What follows belongs to an exercise in optimizing a design on an open flow for small area, a short achievable clock period and few clock cycles; a production flow would make more cautious choices.
At most, simulation tests tie the RTL to the original design; equivalence was not proved.
For run 1, only the layout was checked, not whether the RTL still works.
Power is estimated from default activity; no workload was simulated.

==> flow/design.v, too long to show whole: its modules and the start of the top module <==
// module csum_codec: 1244 lines
// module csum_fa: 10 lines
module csum_codec (
    input  wire         clk,
    input  wire         rst,
    input  wire         start,
    input  wire [31:0]  cmd,
    input  wire [7:0]   blen,
    input  wire [623:0] frame,
    output wire         ready,
    output reg          done,
    output wire [7:0]   status,
    output wire [15:0]  value
);
  // ...
==> flow/run.sh <==
#!/bin/bash
# synth_recipe.tcl (not shown) runs the flow's synth.tcl, then flattens the netlist and writes it again
# the make line also repeats each setting of config.mk as NAME=value (left out here)
make -C /OpenROAD-flow-scripts/flow DESIGN_CONFIG=/design/flow/config.mk WORK_HOME=/design/flow/orfs CLKGATE_MAP_FILE= SYNTH_SCRIPT=/design/flow/synth_recipe.tcl finish
==> flow/config.mk <==
export PLATFORM = sky130hd
export DESIGN_NAME = csum_codec
export DESIGN_NICKNAME = csum_codec
export VERILOG_FILES = /design/flow/design.v
export SDC_FILE = /design/flow/constraint.sdc
export NUM_CORES = 4
export LEC_CHECK = 0
export CAP_MARGIN = 20
export CORE_AREA = 10 10 250 250
export DIE_AREA = 0 0 260 260
export SLEW_MARGIN = 20
export SYNTH_HIERARCHICAL = 1
==> flow/constraint.sdc <==
create_clock -name core_clock -period 8.0 [get_ports {clk}]
set_input_delay 1.6000 -clock core_clock [delete_from_list [all_inputs] [get_ports {clk}]]
set_output_delay 1.6000 -clock core_clock [all_outputs]
set_load 0.01 [all_outputs]
==> out/summary.txt, run 1 <==
==================================================================================
Post-CTS Setup Bufs .................................................            0
Maximum ir drop on the vdd rail .....................................     0.422 mV
Flip-flop count of the largest register, all copies and words added .           64
Final #Nets .........................................................         3627
Global-route wire length before repair ..............................    142000 um
HPWL after detailed placement .......................................     93400 um
Post-layout minimum cycle time ......................................      7.45 ns
Hold bufs inserted after CTS ........................................            0
Depth of the CTS H-tree .............................................            3
Post-route core utilization .........................................        46.1%
Detailed-route DRC error count ......................................            0
CTS tree ............................................................          yes
XOR/XNOR share of the synthesized area ..............................       0.785%
Synthesized-area fraction occupied by ao, oa, aoi and oai cells .....        4.83%
FP Rows .............................................................           87
Result of the run ...................................................  no timing/DRC/antenna violations
Leading cell type in the layout, fill and taps excluded ............. sky130_fd_sc_hd__clkdlybuf4s50_1
Top-area cell type share of the netlist area ........................        64.9%
Final Power .........................................................      10.7 mW
Number of optimization iterations in the first detailed-route pass ..            6
Most common cell in the netlist ..................................... sky130_fd_sc_hd__fa_1
Critical path data required time ....................................      6.40 ns
Net switching power .................................................      5.54 mW
Simple-gate share of the synthesized area ...........................        16.8%
Highest metal layer with signal wires ...............................         met5
Top Consumer ........................................................ combinational logic
Vias after detailed routing .........................................        16267
==================================================================================
==> run 2, diff against run 1 <==
--- a/flow/design.v
+++ b/flow/design.v
@@ -17,21 +17,36 @@
                               frame[12*8 +: 8], frame[13*8 +: 8]};
     wire cmd_legal = (cmd[31:8] == 24'd0) &&
                      (cmd[7:0] == 8'h01 || cmd[7:0] == 8'h02);
     wire runt      = (blen < HDR_BYTES);
     wire oversize  = (len_field > MAX_PAYLOAD);
     wire truncated = ({1'b0, blen} < (9'd14 + {2'b00, len_field[6:0]}));
     wire frame_bad = runt || oversize || truncated;
     wire [6:0] len7 = frame[13*8 +: 7];
+    wire [7:0] hgt, heq, lgt;
+    genvar gi;
+    generate
+        for (gi = 0; gi < 8; gi = gi + 1) begin : g_dec
+            assign hgt[gi] = (len7[6:3] > gi);
+            assign heq[gi] = (len7[6:3] == gi);
+            assign lgt[gi] = (len7[2:0] > gi);
+        end
+    endgenerate
+    wire [63:0] m;
+    generate
+        for (gi = 0; gi < 64; gi = gi + 1) begin : g_mask
+            assign m[gi] = hgt[gi / 8] | (heq[gi / 8] & lgt[gi % 8]);
+        end
+    endgenerate
     reg  [511:0] pn;
     integer j;
     always @(*)
         for (j = 0; j < 64; j = j + 1)
-            pn[8*j +: 8] = (len7 > j) ? ~frame[8*(14+j) +: 8] : 8'hFF;
+            pn[8*j +: 8] = ~(frame[8*(14+j) +: 8] & {8{m[j]}});
     wire ff_in = (csum_field == 16'hFFFF);
     wire [15:0] fvn = (cmd[1] && !ff_in) ? ~csum_field : 16'hFFFF;
     wire hs0, hc0;
     csum_fa hfa0 (.a(frame[104]), .b(frame[24]), .c(frame[40]), .s(hs0), .co(hc0));
     wire hs1, hc1;
     csum_fa hfa1 (.a(frame[105]), .b(frame[25]), .c(frame[41]), .s(hs1), .co(hc1));
     wire hs2, hc2;
     csum_fa hfa2 (.a(frame[106]), .b(frame[10]), .c(frame[26]), .s(hs2), .co(hc2));
@@ -1230,20 +1245,33 @@
     wire us574, uc574;
     csum_fa ufa574 (.a(rq[59]), .b(uc557), .c(us558), .s(us574), .co(uc574));
     wire us575, uc575;
     csum_fa ufa575 (.a(rq[63]), .b(uc558), .c(us559), .s(us575), .co(uc575));
     wire [15:0] a = {uc574, uc573, uc572, uc571, uc570, uc569, uc568, uc567, uc566, uc565, uc564, uc563, uc562, uc561, uc560, us560};
     wire [15:0] b = {us575, us574, us573, us572, us571, us570, us569, us568, us567, us566, us565, us564, us563, us562, us561, uc575};
     wire [15:0] A = ~a;
     wire [15:0] B = ~b;
-    wire        cy  = ({1'b0, A} + {1'b0, B}) >> 16;
-    wire [15:0] sum = A + B + {15'd0, cy};
+    wire [15:0] g0 = A & B;
+    wire [15:0] p0 = A ^ B;
+    wire [15:0] g1, p1, g2, p2, g3, p3, g4;
+    generate
+        for (gi = 0; gi < 16; gi = gi + 1) begin : g_eac
+            assign g1[gi] = g0[gi] | (p0[gi] & g0[(gi + 15) % 16]);
+            assign p1[gi] = p0[gi] & p0[(gi + 15) % 16];
+            assign g2[gi] = g1[gi] | (p1[gi] & g1[(gi + 14) % 16]);
+            assign p2[gi] = p1[gi] & p1[(gi + 14) % 16];
+            assign g3[gi] = g2[gi] | (p2[gi] & g2[(gi + 12) % 16]);
+            assign p3[gi] = p2[gi] & p2[(gi + 12) % 16];
+            assign g4[gi] = g3[gi] | (p3[gi] & g3[(gi + 8) % 16]);
+        end
+    endgenerate
+    wire [15:0] sum = p0 ^ {g4[14:0], g4[15]};
     wire zero = &rq;
-    wire ok   = ff ? zero : (!zero && ((&(A ^ B)) | (&(A & B))));
+    wire ok   = ff ? zero : (!zero && ((&p0) | (&g0)));
     assign value  = mode_c ? (zero ? 16'hFFFF : ~sum) : {15'd0, mode_v & ok};
     assign status = {2'b00, st_ill, st_inv, 3'b000, st_inv};
 endmodule
 module csum_fa (
     input  wire a,
     input  wire b,
     input  wire c,
     output wire s,
==> run 2 against run 1 <==
Effect of this change:
- first-iteration DRC count down 5.3%
- sequential cell count stayed put
- non-clock buffer count rose by 1
- synthesized area is 0.69% lower
- total power rose by 9.3%
- still clean on timing, DRC and antenna
- clock-buffer cell count is 3 lower
- sequential share of layout area hardly changed
- highest routed layer unchanged
- routed wire length up 2.4%
- largest cell class unchanged
- critical path depth decreased by 3
- sequential power down 6.1%
- core utilization is 0.19 points lower
- clock power decreased by 0.9%
==> out/summary.txt, run 2 <==
========================================================================================
Result of the run .........................................................  no timing/DRC/antenna violations
Vias after detailed routing ...............................................        16281   +0.086%
Critical path data required time ..........................................      8.22 ns   +1.82 ns
Number of max-capacitance violations reported .............................            0
Hold Violations, Final ....................................................            0
Deepest clock path buffer count ...........................................            2
Detail-routed net length per standard cell ................................      33.9 um
Cell taking the most area after synthesis ................................. sky130_fd_sc_hd__fa_1
Most common cell in the netlist ........................................... sky130_fd_sc_hd__fa_1
Flip-flop and latch count after synthesis .................................           71
Detailed-route DRC error count ............................................            0   unchanged
Post-CTS resize count .....................................................            0
Maximum clock frequency ...................................................      139 MHz
Max Slew Vio Count ........................................................            0
Number of global-route vias before repair .................................        19202
Number of setup violations in the final report ............................            0
Die outline width .........................................................       260 um
Portion of the clock cycle consumed by the worst path in the final layout .        89.8%
Most frequent CP cell ..................................................... sky130_fd_sc_hd__fa_1
Crit-path leading delay family ............................................  adder cells
Hold path endpoint ........................................................  rdy$_DFF_P_
Most frequent cells after synthesis ....................................... sky130_fd_sc_hd__fa_1, sky130_fd_sc_hd__nand2_1, sky130_fd_sc_hd__inv_1
Global-route wire length before repair ....................................    145000 um   +2.2%
Sink Count ................................................................           71
Drt via density ...........................................................         5.20
Maximum number of pins on one net before global-route repair ..............           22
Leading cell types in the layout, fill and taps excluded .................. sky130_fd_sc_hd__clkdlybuf4s50_1, sky130_fd_sc_hd__fa_1, sky130_fd_sc_hd__nand2_1, sky130_fd_sc_hd__inv_1, sky130_fd_sc_hd__dfxtp_1
Setup slack after layout ..................................................     0.819 ns
Top-area cell type share of the netlist area ..............................        65.1%   +0.22 points
HPWL after detailed placement .............................................     95700 um   +2.4%
CTS tree ..................................................................          yes
Startpoint type of the worst setup path ................................... primary input
Number of top-level pins ..................................................          693
Wire length after detailed routing ........................................    106000 um
Yosys warning count .......................................................            7
Number of antenna violations at the first check in global routing .........           19
Hold Path Stages ..........................................................            2
Number of buffer cells added on primary ports .............................          687
Cell area after synthesis .................................................   17700 um^2
Core Area .................................................................   56700 um^2
CP max-delay cell ......................................................... sky130_fd_sc_hd__clkdlybuf4s50_1
Crit path capture type ....................................................         flop
Critical path class ....................................................... primary input to flop
Share of synthesized flip-flops with an asynchronous set or reset .........           0%
Worst min-delay path category ............................................. primary input to flop
Starting density of the core ..............................................        31.2%
Number of distinct library cells after synthesis ..........................           47
Areal power density over the cells ........................................  447 nW/um^2
Leakage Power .............................................................      10.3 nW
Maximum ir drop on the vdd rail ...........................................     0.406 mV   -3.7%
Fill cells ................................................................         5451
Cell Count, Final, Fillers Out ............................................         3129
Placement Setup Slack .....................................................     0.554 ns
Share of post-route cells with drive strength above 1 .....................        3.22%
Post-synthesis area per instance ..........................................    10.8 um^2
Final Power ...............................................................      11.7 mW   +9.3%
Total congestion overflow after global routing ............................            0
Top post-synthesis cells by area .......................................... sky130_fd_sc_hd__fa_1, sky130_fd_sc_hd__nand2_1, sky130_fd_sc_hd__dfxtp_1
FP Rows ...................................................................           87   unchanged
Delay of the slowest critical-path stage ..................................      0.90 ns
Number of optimization iterations in the first detailed-route pass ........            5   -1
WP data arrival ...........................................................      7.40 ns
Flip-flop count of the largest register, all copies and words added .......           64   unchanged
Layout area overhead ......................................................        47.0%
Remaining antenna violation count after routing ...........................            0
Count of flip-flops with a built-in enable after synthesis ................            0
Remaining max-slew budget at the tightest pin .............................        19.9%
Global-route total usage across every layer ...............................        30.9%
Fraction of the yosys area taken by sequential cells ......................        8.02%
Clock-pin slew on the worst setup and hold paths ..........................      0.07 ns
Primary FF master, synth .................................................. sky130_fd_sc_hd__dfxtp_1
Setup TNS .................................................................         0 ns
Number of cells produced by synthesis .....................................         1643
Clock Tree Root ........................................................... sky130_fd_sc_hd__clkbuf_16
Vertical extent of the die ................................................       260 um
Post-layout minimum cycle time ............................................      7.18 ns   -0.268 ns
Number of buffers added by the clock tree synthesis step ..................            9
Final weighted congestion of routability-driven global placement ..........        0.980
Biggest register ..........................................................           rq
Launch instance of the worst min-delay path ...............................          rst
Critical path peak fanout .................................................           10
Critical Path, Cell by Cell ............................................... clkdlybuf4s50_1, inv_1, ha_1, mux2i_2, nor2_1, o21ai_0, nand2b_1, nand2_1, fa_1, fa_1, fa_1, fa_1, fa_1, fa_1
Actual slew at the worst max-slew pin .....................................      1.20 ns
Depth of the CTS H-tree ...................................................            3   unchanged
Final #Nets ...............................................................         3626   -0.028%
Setup repair after global routing missed its margin .......................        false
Critical path buffer and inverter count ...................................            2
Instance count after placement with tap cells included ....................         3100
Die area ..................................................................   67600 um^2
Hold bufs inserted after CTS ..............................................            0   unchanged
Post-CTS Setup Bufs .......................................................            0   unchanged
Initial detailed-routing violation count ..................................         1403
Leading cell type in the layout, fill and taps excluded ................... sky130_fd_sc_hd__clkdlybuf4s50_1
========================================================================================
run 2: layout make-up:
cell class	instances	area (um^2)	area share [%]
Antenna cell	12	30.0	0.115
Clock buffer	9	225	0.865
Clock inverter	7	77.6	0.298
Inverter	75	282	1.08
Multi-Input combinational cell	1467	15900	60.9
Sequential cell	71	1420	5.46
Tap cell	756	946	3.63
Timing Repair Buffer	732	7210	27.7
run 2: per-module statistics from Yosys (local to each module, per instance):
module / flip-flops and latches / cells
csum_codec: 71 / 1067
csum_fa: 0 / 1
run 2: per-stage QoR:
stage / hold slack (ns) / utilization [%] / instance area, um^2
floorplan: 1.66 / - / 17700
global placement: 2.10 / 45.3 / 25700
detailed placement: 2.11 / 45.3 / 25700
CTS: 1.75 / 45.9 / 26000
global route: 1.76 / 45.9 / 26000
finish: 1.76 / 45.9 / 26000
run 2: kinds of logic after synthesis:
logic type / Yosys count / synth area share (%)
XOR/XNOR: 21 / 1.04
multiplexers: 1 / 0.0777
buffers and inverters: 109 / 2.64
AND/OR/NAND/NOR: 679 / 15.7
adder cells (fa/ha/maj): 603 / 67.0
other: 1 / 0.0212
flip-flops: 71 / 8.02
AO/OA/AOI/OAI: 158 / 5.49
run 2: power breakdown:
part | internal, mW | switching, mW | leakage, nW
clock | 0.246 | 0.183 | 0.147
sequential | 0.704 | 0.163 | 0.597
combinational | 4.27 | 6.09 | 9.54
run 2: routing by layer:
layer | share of wire [%] | wire length [um] | vias to the layer above | GRT usage (%)
met5 | 0.14 | 151 | - | 0
met1 | 41 | 43100 | 8623 | 39.7
met3 | 8.6 | 9070 | 117 | 7.09
met4 | 1.9 | 2030 | 22 | 5.85
met2 | 49 | 51800 | 894 | 52.6
li1 | - | - | 6625 | -
run 2: worst max path at each step:
stage          slack (ns)  cells after the start  startpoint             end
6_report             0.82                     14  frame[106]  rq[59]$_DFF_P_
5_1_grt              0.56                     14  frame[106]  rq[59]$_DFF_P_
4_1_cts              0.89                     14  frame[106]  rq[47]$_DFF_P_
3_5_place_dp         0.55                     14  frame[106]  rq[59]$_DFF_P_
3_3_place_gp         0.64                     14  frame[106]  rq[47]$_DFF_P_
2_1_floorplan        2.30                     14  frame[106]  rq[59]$_DFF_P_
Testbench counts of run 2, summed over its fixed seeds: cycles 3,200.
==> run 3, diff against run 2 <==
==> flow/flow/run.sh (new file) <==
#!/bin/bash
# The standard layout, with the port buffers made as buf_1 cells (every
# input and output port still gets its own buffer).
set -euo pipefail
export BUFFER_PORTS_ARGS="-buffer_cell sky130_fd_sc_hd__buf_1"
bash standard.sh synth > synth.log 2>&1
bash standard.sh finish > layout.log 2>&1
==> flow/standard.sh (new file) <==
#!/bin/bash
# synth_recipe.tcl (not shown) runs the flow's synth.tcl, then flattens the netlist and writes it again
# the make line also repeats each setting of config.mk as NAME=value (left out here)
make -C /OpenROAD-flow-scripts/flow DESIGN_CONFIG=/design/flow/config.mk WORK_HOME=/design/flow/orfs CLKGATE_MAP_FILE= SYNTH_SCRIPT=/design/flow/synth_recipe.tcl "${@:-finish}"
removed: flow/run.sh
==> run 3 against run 2 <==
Effect of this change:
- sequential power increased by 0.6%
- still clean on timing, DRC and antenna
- clock power decreased by 4%
- worst setup slack improved by 0.45 ns
- non-clock buffer count decreased by 11
- first-iteration DRC count increased by 9.4%
- clock-buffer cell count unchanged
- sequential share of layout area increased by 1.1 points
- global-route usage decreased by 1.1 points
- combinational power about the same
- sequential cell count unchanged
- largest power group unchanged
==> out/summary.txt, run 3 <==
========================================================================================
Result of the run .........................................................  no timing/DRC/antenna violations
Detailed-route DRC error count ............................................            0   unchanged
Critical path peak fanout .................................................           11   +1
Setup TNS .................................................................         0 ns   unchanged
Post-layout minimum cycle time ............................................      6.73 ns   -0.453 ns
Setup repair after global routing missed its margin .......................        false
Leakage Power .............................................................      8.36 nW   -19%
Leading cell type in the layout, fill and taps excluded ................... sky130_fd_sc_hd__buf_1
Critical path class ....................................................... primary input to flop
Most frequent CP cell ..................................................... sky130_fd_sc_hd__fa_1
Critical path data required time ..........................................      8.22 ns   about the same
Detail-routed net length per standard cell ................................      33.0 um   -2.6%
Maximum number of pins on one net before global-route repair ..............           22   unchanged
Post-DP Area ..............................................................   21400 um^2   -17%
Biggest register ..........................................................           rq
Crit path capture type ....................................................         flop
Clock Tree Root ........................................................... sky130_fd_sc_hd__clkbuf_16
Post-synthesis area per instance ..........................................    10.8 um^2   unchanged
Delay of the slowest critical-path stage ..................................      0.60 ns   -0.30 ns
Drt via density ...........................................................         5.27   +1.3%
Total congestion overflow after global routing ............................            0   unchanged
Top post-synthesis cells by area .......................................... sky130_fd_sc_hd__fa_1, sky130_fd_sc_hd__nand2_1, sky130_fd_sc_hd__dfxtp_1
Number of global-route vias before repair .................................        19055   -0.77%
Fraction of the yosys area taken by sequential cells ......................        8.02%   unchanged
Number of distinct library cells after synthesis ..........................           47   unchanged
Vias after detailed routing ...............................................        16396   +0.71%
Initial detailed-routing violation count ..................................         1535   +9.4%
Worst min-delay path category ............................................. primary input to flop
Hold Violations, Final ....................................................            0   unchanged
Flip-flop count of the largest register, all copies and words added .......           64   unchanged
Maximum ir drop on the vdd rail ...........................................     0.443 mV   +9.1%
Starting density of the core ..............................................        31.2%   unchanged
FP Rows ...................................................................           87   unchanged
CP max-delay cell ......................................................... sky130_fd_sc_hd__fa_1
Number of setup violations in the final report ............................            0   unchanged
Top-area cell type share of the netlist area ..............................        65.1%   unchanged
Global-route total usage across every layer ...............................        29.8%   -1.1 points
Areal power density over the cells ........................................  528 nW/um^2   +18%
Remaining antenna violation count after routing ...........................            0   unchanged
Depth of the CTS H-tree ...................................................            3   unchanged
Vertical extent of the die ................................................       260 um   unchanged
Cell taking the most area after synthesis ................................. sky130_fd_sc_hd__fa_1
Setup slack after layout ..................................................      1.27 ns   +0.453 ns
Die area ..................................................................   67600 um^2   unchanged
Wire length after detailed routing ........................................    103000 um   -3.1%
Layout area overhead ......................................................        22.3%
Max Slew Vio Count ........................................................            0   unchanged
Cell area after synthesis .................................................   17700 um^2   unchanged
Maximum clock frequency ...................................................      149 MHz   +6.7%
Number of cells produced by synthesis .....................................         1643   unchanged
Number of buffer cells added on primary ports .............................          687   unchanged
Startpoint type of the worst setup path ................................... primary input
CTS tree ..................................................................          yes
Number of buffers added by the clock tree synthesis step ..................            9   unchanged
Final weighted congestion of routability-driven global placement ..........         1.02   +3.9%
Sink Count ................................................................           71   unchanged
Core Area .................................................................   56700 um^2   unchanged
Hold bufs inserted after CTS ..............................................            0   unchanged
Number of top-level pins ..................................................          693   unchanged
Share of post-route cells with drive strength above 1 .....................        3.15%   -0.070 points
Flip-flop and latch count after synthesis .................................           71   unchanged
Count of flip-flops with a built-in enable after synthesis ................            0   unchanged
Remaining max-slew budget at the tightest pin .............................        18.7%   -1.2 points
Share of synthesized flip-flops with an asynchronous set or reset .........           0%   unchanged
Deepest clock path buffer count ...........................................            2   unchanged
Critical Path, Cell by Cell ............................................... buf_1, ha_1, mux2i_2, nor2_1, o21ai_0, nand2b_1, nand2_1, fa_1, fa_1, fa_1, fa_1, fa_1, fa_1
Cell Count, Final, Fillers Out ............................................         3112   -0.54%
Actual slew at the worst max-slew pin .....................................      1.21 ns   +0.0102 ns
Number of antenna violations at the first check in global routing .........           20   +1
Final non-filler cell area ................................................   21700 um^2   -17%
Primary FF master, synth .................................................. sky130_fd_sc_hd__dfxtp_1
HPWL after detailed placement .............................................     92700 um   -3.1%
Number of max-capacitance violations reported .............................            0   unchanged
Post-CTS resize count .....................................................            0   unchanged
Yosys warning count .......................................................            7   unchanged
WP data arrival ...........................................................      6.95 ns   -0.45 ns
Post-route core utilization ...............................................        38.2%   -7.7 points
Most common cell in the netlist ........................................... sky130_fd_sc_hd__fa_1
Leading cell types in the layout, fill and taps excluded .................. sky130_fd_sc_hd__buf_1, sky130_fd_sc_hd__fa_1, sky130_fd_sc_hd__nand2_1, sky130_fd_sc_hd__inv_1, sky130_fd_sc_hd__dfxtp_1
Number of optimization iterations in the first detailed-route pass ........            5   unchanged
Portion of the clock cycle consumed by the worst path in the final layout .        84.1%   -5.7 points
Clock-pin slew on the worst setup and hold paths ..........................      0.07 ns   about the same
Most frequent cells after synthesis ....................................... sky130_fd_sc_hd__fa_1, sky130_fd_sc_hd__nand2_1, sky130_fd_sc_hd__inv_1
Fill cells ................................................................         5885   +8.0%
Global-route wire length before repair ....................................    140000 um   -3.3%
Post-CTS Setup Bufs .......................................................            0   unchanged
Placement Setup Slack .....................................................      1.07 ns   +0.514 ns
Instance count after placement with tap cells included ....................         3090   -0.32%
Final #Nets ...............................................................         3615   -0.30%
Die outline width .........................................................       260 um   unchanged
========================================================================================
-- run 3: changes by cell type in the layout (fill, tap and decap cells not counted), moves of 2 or more --
cell | previous run | this run
sky130_fd_sc_hd__a21oi_2 | 2 | 4
sky130_fd_sc_hd__o21ai_1 | 29 | 22
sky130_fd_sc_hd__o21ai_2 | 1 | 8
sky130_fd_sc_hd__buf_1 | 0 | 687
sky130_fd_sc_hd__clkdlybuf4s50_1 | 687 | 0
sky130_fd_sc_hd__diode_2 | 12 | 6
sky130_fd_sc_hd__a21oi_1 | 44 | 42
sky130_fd_sc_hd__buf_4 | 44 | 33
-- run 3: final timing paths --
kind	startpoint	end	slack [ns]	cells after the start
max	frame[105]	rq[11]$_DFF_P_	1.27	13
min	rst	rdy$_DFF_P_	1.41	2
-- run 3: kinds of logic (layout without fill, tap and decap cells) --
logic type | count (synthesis) | in the layout | share of synthesized area [%]
other | 1 | 11 | 0.0212
buffers and inverters | 109 | 812 | 2.64
AOI/OAI and AO/OA | 158 | 158 | 5.49
xor gates and xnor gates | 21 | 21 | 1.04
muxes | 1 | 1 | 0.0777
and+or+nand+nor | 679 | 679 | 15.7
adders and majority gates | 603 | 603 | 67.0
DFF | 71 | 71 | 8.02
-- run 3: worst max-delay path: cells and delay by family --
kind                     cells  cell delay (ns)
buffers and inverters        1             0.46
multiplexers                 1             0.53
AND/OR/NAND/NOR              3             0.88
AO/OA/AOI/OAI                1             0.19
adder cells (fa/ha/maj)      7             3.28
-- run 3: routing by layer --
layer	GRT usage [%]	wire, um	up-vias
li1	-	-	6589
met2	49.3	49200	1008
met1	37.7	40100	8634
met3	9.74	11200	131
met4	5.52	2000	34
met5	0	218	-
-- run 3: report_power, final --
group          internal (mW)  switching (mW)
clock network          0.217           0.194
registers              0.703           0.168
logic                   4.02            6.13
total                   4.94            6.49
-- run 3: modules after synthesis (local to each module, per instance) --
| module | copies in the design | cells | cell area (um^2) |
|---|---|---|---|
| csum_fa | 576 | 1 | 20.0 |
| csum_codec | 1 | 1067 | 6190 |
-- run 3: final cells by class --
cell class	instances	area, um^2	area share, %
Tap cell	756	946	4.37
Clock buffer	9	225	1.04
Clock inverter	7	61.3	0.283
Inverter	75	282	1.30
Multi-Input combinational cell	1467	15900	73.3
Antenna cell	6	15.0	0.0693
Sequential cell	71	1420	6.56
Timing Repair Buffer	721	2840	13.1
-- run 3: stage by stage --
step	hold slack [ns]	total power [mW]
after floorplan	1.66	7.46
after global placement	1.75	10.7
after detailed placement	1.76	10.8
after CTS	1.40	11.3
after global routing	1.40	12.5
final	1.41	11.4

## port drivers added, routing unchanged
In the flow no input, the clock included, has a driving cell. The finished layouts below were timed again as built, in two steps.
Step 1: set_driving_cell puts a clkbuf_16 on clk and a buf_2 on each other input, an assumption about the parent block.
Step 2, shift: input delay + t, output delay - t, t = (earliest + latest rising clock arrival at the registers) / 2. This alone moves slack from input paths to output paths.
Three values: ideal, step 1, step 2; two values: the first two.
run	t, ns	setup slack, ns	worst setup path at the end
run 1	0.397	0.551 / 0.500 / 0.687	input to register
run 2	0.392	0.819 / 0.843 / 0.451	input to register
run 3	0.389	1.272 / 1.225 / 0.836	input to register
After both steps every run listed still meets setup and hold. For run 3, which loses most, drivers alone change the setup slack by -0.047 ns; drivers and shift together by -0.436 ns.
